Source: an optimization exercise on an open RTL-to-GDS flow (aim: small area, a short achievable clock period and few clock cycles). Production flows keep margins and buffers that such runs may drop. Only simulation tests tie the RTL to the original design; equivalence was not proved. Power figures rest on the tool's default switching activity, not on a simulated workload.

==> flow/design.v (excerpt) <==
module xvcd_clkdiv (
    input  wire        clk,
    input  wire        rst,           
    input  wire        in_valid,
    output reg         in_ready,
    input  wire [31:0] in_hz,         
    input  wire        in_hs,         
    output reg         out_valid,
    input  wire        out_ready,
    output wire [15:0] out_divisor,
    output wire [31:0] out_achieved,  
    output reg         out_base_high,
    output reg         out_clamped,
    output reg         out_err        
);
For scale: about 1000 cells after synthesis, about 90 I/O pins, ~8500 sq um of cells after synthesis.
Settings: LEC_CHECK=0, ABC_CLOCK_PERIOD_IN_PS=3200, CAP_MARGIN=20, CORE_MARGIN=2, CORE_UTILIZATION=40, PLACE_DENSITY=0.6, SETUP_SLACK_MARGIN=4.85, SLEW_MARGIN=20; clock period 8.0 ns.
run.sh (not shown) runs the stock make flow with config.mk's settings and CLKGATE_MAP_FILE= SYNTH_SCRIPT=/design/flow/synth_recipe.tcl, a recipe that flattens the netlist after the stock synthesis.
The starting point completed with no timing, DRC or antenna violations.
Testbench counts at the start, summed over its fixed seeds: cycles 16,329.
Then changed:
==> flow/flow/run.sh (new file) <==
#!/bin/bash
# The standard layout (the standard.sh), with the port buffers that
# buffer_ports inserts at placement made the smallest plain buffer; the
# resizer still upsizes them where timing needs it.
set -euo pipefail
export BUFFER_PORTS_ARGS="-buffer_cell sky130_fd_sc_hd__buf_1"
bash standard.sh > standard.log 2>&1
==> flow/standard.sh (new file) <==
#!/bin/bash
# synth_recipe.tcl (not shown) runs the flow's synth.tcl, then flattens the netlist and writes it again
# the make line also repeats each setting of config.mk as NAME=value (left out here)
make -C /OpenROAD-flow-scripts/flow DESIGN_CONFIG=/design/flow/config.mk WORK_HOME=/design/flow/orfs CLKGATE_MAP_FILE= SYNTH_SCRIPT=/design/flow/synth_recipe.tcl "${@:-finish}"
ABC_CLOCK_PERIOD_IN_PS = 3400   (was 3200)
CORE_UTILIZATION = 50   (was 40)
PLACE_DENSITY = 0.65   (was 0.6)
SETUP_SLACK_MARGIN = 4.6   (was 4.85)
removed: flow/run.sh
What happened: The new run completed without violations; synthesized cell count stays the same; global-route usage rose by 5.2 points; worst hold slack is about the same; combinational power fell by 14%; worst setup slack loses 0.16 ns; wire length fell by 4.6%; sequential power rose by about 6%; cell area fell by 10%; area after synthesis does not change; via count fell by 2.4%; utilization rose by 6.6 points.
Then changed:
ABC_CLOCK_PERIOD_IN_PS = 3300   (was 3400)
CAP_MARGIN = 0   (was 20)
CORE_UTILIZATION = 40   (was 50)
PLACE_DENSITY = 0.6   (was 0.65)
SETUP_SLACK_MARGIN = 4.7   (was 4.6)
SLEW_MARGIN = 0   (was 20)
The changed run ran to the end with no violations.
Flip-flop and latch count stays the same.
First-iteration DRC count climbs by 5.6%.
Global-route usage fell by 5.1 points.
Setup slack is better by 0.12 ns.
Fmax goes up by 3.8%.
Design area went up by 2.5%.
Then changed:
ABC_CLOCK_PERIOD_IN_PS = 3200   (was 3300)
CAP_MARGIN = 20   (was 0)
CORE_UTILIZATION = 50   (was 40)
PLACE_DENSITY = 0.65   (was 0.6)
SETUP_SLACK_MARGIN = 4.8   (was 4.7)
SLEW_MARGIN = 20   (was 0)
Result: Clock-buffer cell count stays the same. Setup slack is worse by 0.013 ns. Routed wire length is lower by 2.8%.
Then changed:
ABC_CLOCK_PERIOD_IN_PS = 2900   (was 3200)
SETUP_SLACK_MARGIN = 5.0   (was 4.8)
Result: Die area is unchanged; global-route usage increases by 0.76 points; final area goes up by 6.5%; synthesized cell count does not change; clock power barely changes.
Then changed:
ABC_CLOCK_PERIOD_IN_PS = 3200   (was 2900)
SETUP_SLACK_MARGIN = 4.8   (was 5.0)
TNS_END_PERCENT = 10   (was not set)
The changed run finished clean; fmax fell by a few percent; die area stays the same; power went down by a little under a tenth; routed wire length decreases by a few percent; clock power is about the same.


The RTL this note starts from:
==> flow/design.v <==
module xvcd_clkdiv (
    input  wire        clk,
    input  wire        rst,           
    input  wire        in_valid,
    output wire        in_ready,
    input  wire [31:0] in_hz,         
    input  wire        in_hs,         
    output reg         out_valid,
    input  wire        out_ready,
    output wire [15:0] out_divisor,
    output wire [31:0] out_achieved,  
    output reg         out_base_high,
    output reg         out_clamped,
    output reg         out_err        
);
    localparam [22:0] M_STD = 23'd5_999_999;    
    localparam [1:0] S_WAIT = 2'd0,     
                     S_DIV1 = 2'd1,     
                     S_DIV2 = 2'd2;     
    reg  [1:0]  state;
    reg  [22:0] rem;         
    reg  [22:0] den;         
    reg  [18:0] quo;         
    reg  [4:0]  cnt;         
    reg         m_bit;       
    reg         r_small;       
    reg         use_tab;     
    wire waiting = (state == S_WAIT);
    assign in_ready     = waiting && (!out_valid || out_ready);
    wire accept         = in_valid && in_ready;
    assign out_divisor  = den[15:0];
    reg [24:0] tab;
    always @(*) begin
        if (out_base_high)
            tab = den[2] ? 25'd6_000_000 :
                  den[1] ? (den[0] ? 25'd7_500_000  : 25'd10_000_000)
                         : (den[0] ? 25'd15_000_000 : 25'd30_000_000);
        else if (den[3])
            tab = den[2] ? (den[1] ? (den[0] ? 25'd375_000 : 25'd400_000)
                                   : (den[0] ? 25'd428_572 : 25'd461_539))
                         : (den[1] ? (den[0] ? 25'd500_000 : 25'd545_455)
                                   : (den[0] ? 25'd600_000 : 25'd666_667));
        else
            tab = den[2] ? (den[1] ? (den[0] ? 25'd750_000   : 25'd857_143)
                                   : (den[0] ? 25'd1_000_000 : 25'd1_200_000))
                         : (den[1] ? (den[0] ? 25'd1_500_000 : 25'd2_000_000)
                                   : (den[0] ? 25'd3_000_000 : 25'd6_000_000));
    end
    assign out_achieved = {7'd0, use_tab ? tab : {6'd0, quo}};
    wire [18:0] inc_c;
    assign inc_c[0] = 1'b1;
    genvar g;
    generate
        for (g = 0; g < 18; g = g + 1) begin : g_inc
            assign inc_c[g + 1] = &quo[g:0];
        end
    endgenerate
    wire [17:0] quo_inc = quo[17:0] ^ inc_c[17:0];
    function automatic ge_c(input [31:0] x, input [31:0] c);
        integer j;
        reg     r;
        begin
            r = 1'b1;
            for (j = 0; j < 32; j = j + 1)
                r = c[j] ? (x[j] & r) : (x[j] | r);
            ge_c = r;
        end
    endfunction
    wire ge_92    = ge_c(in_hz, 32'd92);
    wire ge_2457  = ge_c(in_hz, 32'd2457);
    wire ge_6m    = ge_c(in_hz, 32'd6_000_000);
    wire gt_6m    = ge_c(in_hz, 32'd6_000_001);
    wire gt_30m   = ge_c(in_hz, 32'd30_000_001);
    wire ge_30m   = ge_c(in_hz, 32'd30_000_000);
    wire ge_15m   = ge_c(in_hz, 32'd15_000_000);
    wire ge_10m   = ge_c(in_hz, 32'd10_000_000);
    wire ge_7m5   = ge_c(in_hz, 32'd7_500_000);
    wire high     = in_hs & gt_6m;
    wire [2:0] hdiv = ge_30m ? 3'd0 : ge_15m ? 3'd1 : ge_10m ? 3'd2 :
                      ge_7m5 ? 3'd3 : 3'd4;
    wire [22:0] lz_in = waiting ? in_hz[22:0] : {3'd0, quo, 1'b1};
    wire [23:0] above;                        
    assign above[23] = 1'b0;
    generate
        for (g = 22; g >= 0; g = g - 1) begin : g_above
            assign above[g] = above[g + 1] | lz_in[g];
        end
    endgenerate
    wire [22:0] lead = lz_in & ~above[23:1];   
    reg [4:0]  k_start;
    reg [22:0] rem_init;
    reg        m_init;
    integer    i;
    always @(*) begin
        k_start  = 5'd0;
        rem_init = 23'd0;
        m_init   = 1'b0;
        for (i = 0; i < 23; i = i + 1) begin
            k_start  = k_start  | ({5{lead[i]}} & (5'd22 - i[4:0]));
            rem_init = rem_init | ({23{lead[i]}} & (M_STD >> (23 - i)));
            m_init   = m_init   | (lead[i] & M_STD[22 - i]);
        end
    end
    wire [4:0]  cnt_dec = cnt - 5'd1;
    wire [23:0] rem_sh  = {rem, m_bit};
    wire [25:0] rem_add = {1'b0, rem_sh, 1'b1} + {2'b11, ~den, state != S_DIV2};
    wire [24:0] rem_sub = rem_add[25:1];
    wire        q_bit   = !rem_sub[24];
    wire [22:0] rem_nxt = q_bit ? rem_sub[22:0] : rem_sh[22:0];
    wire [18:0] q_next  = {quo[17:0], q_bit};
    wire [18:0] q_fin   = q_bit ? {quo_inc, 1'b0} : {quo[17:0], 1'b1};
    wire        last    = (cnt == 5'd0);
    wire        big_q   = (quo[18:3] != 16'd0);    
    wire        start2  = (state == S_DIV1) && last && big_q && !r_small;
    always @(posedge clk) begin
        if (waiting || start2) begin
            rem   <= rem_init;
            cnt   <= k_start;
            m_bit <= m_init;
        end else begin
            rem   <= rem_nxt;
            cnt   <= cnt_dec;
            m_bit <= M_STD[cnt_dec];
        end
    end
    always @(posedge clk) begin
        if (rst) begin
            state     <= S_WAIT;
            out_valid <= 1'b0;
        end else begin
            case (state)
            S_WAIT: begin
                if (out_ready)
                    out_valid <= 1'b0;
                if (accept) begin
                    quo           <= 19'd0;
                    den           <= in_hz[22:0];
                    r_small         <= !ge_2457;
                    use_tab       <= 1'b1;
                    out_err       <= !ge_92;
                    out_base_high <= high;
                    out_clamped   <= in_hs ? gt_30m : gt_6m;
                    if (!ge_92) begin
                        out_valid <= 1'b1;
                    end else if (ge_6m) begin
                        den       <= high ? {20'd0, hdiv} : 23'd0;
                        out_valid <= 1'b1;
                    end else begin
                        state     <= S_DIV1;
                    end
                end
            end
            S_DIV1: begin
                if (last) begin
                    den <= q_next[15:0];
                    if (start2) begin
                        quo   <= 19'd0;
                        state <= S_DIV2;
                    end else begin
                        quo       <= den[18:0];
                        use_tab   <= !r_small;
                        out_valid <= 1'b1;
                        state     <= S_WAIT;
                    end
                end else begin
                    quo <= q_next;
                end
            end
            default: begin   
                quo <= q_next;
                if (last) begin
                    quo       <= q_fin;
                    use_tab   <= 1'b0;
                    out_valid <= 1'b1;
                    state     <= S_WAIT;
                end
            end
            endcase
        end
    end
endmodule
clock: 8.0 ns
lec_check: 0
abc_clock_period_in_ps: 3500
cap_margin: 20
core_margin: 2
core_utilization: 40
place_density: 0.6
setup_slack_margin: 5.0
slew_margin: 20
Stock flow here: none of the scripts above is used.
Testbench counts at the start, summed over its fixed seeds: cycles 14,514.
Change:
SETUP_SLACK_MARGIN = 4.5   (was 5.0)
Sequential share of layout area increases by 2.9 points.
Sequential cell count stays the same.
Critical path depth decreases by 4.
Total power decreases by 6.2%.

[port drivers added, routing unchanged]
How much do the figures lean on ideal ports? The routed layouts below were timed once more, with nothing changed but the port constraints. Step 1 assumes that a clkbuf_16 drives the clock port and a buf_2 every other input. Step 2 also shifts input and output timing later by t, the mid clock arrival at the registers, as if the neighbouring blocks saw the same clock. Three values: ideal ports, drivers, drivers and shift; two values: the first two.
run	t, ns	setup WS [ns]	worst setup path after step 2	worst register clock-pin slew, ns
the first run of note 1	0.395	4.845 / 4.832 / 4.626	input to register	0.07 / 0.07
the second run of note 1	0.407	4.687 / 4.687 / 4.687	register to register	0.08 / 0.08
the third run of note 1	0.410	4.810 / 4.810 / 4.810	register to register	0.08 / 0.08
the fourth run of note 1	0.407	4.797 / 4.797 / 4.797	register to register	0.08 / 0.08
the fifth run of note 1	0.396	4.991 / 4.991 / 4.743	input to register	0.07 / 0.07
the sixth run of note 1	0.406	4.817 / 4.817 / 4.817	register to register	0.08 / 0.08
the first run of note 2	0.409	4.091 / 4.042 / 4.033	input to register	0.07 / 0.07
the second run of note 2	0.399	4.113 / 4.065 / 4.131	input to register	0.06 / 0.06
After both steps setup and hold are still met in every run listed. The setup slack of the fifth run of note 1, which loses most, moves by 0.000 ns with the drivers and by -0.248 ns with both steps.
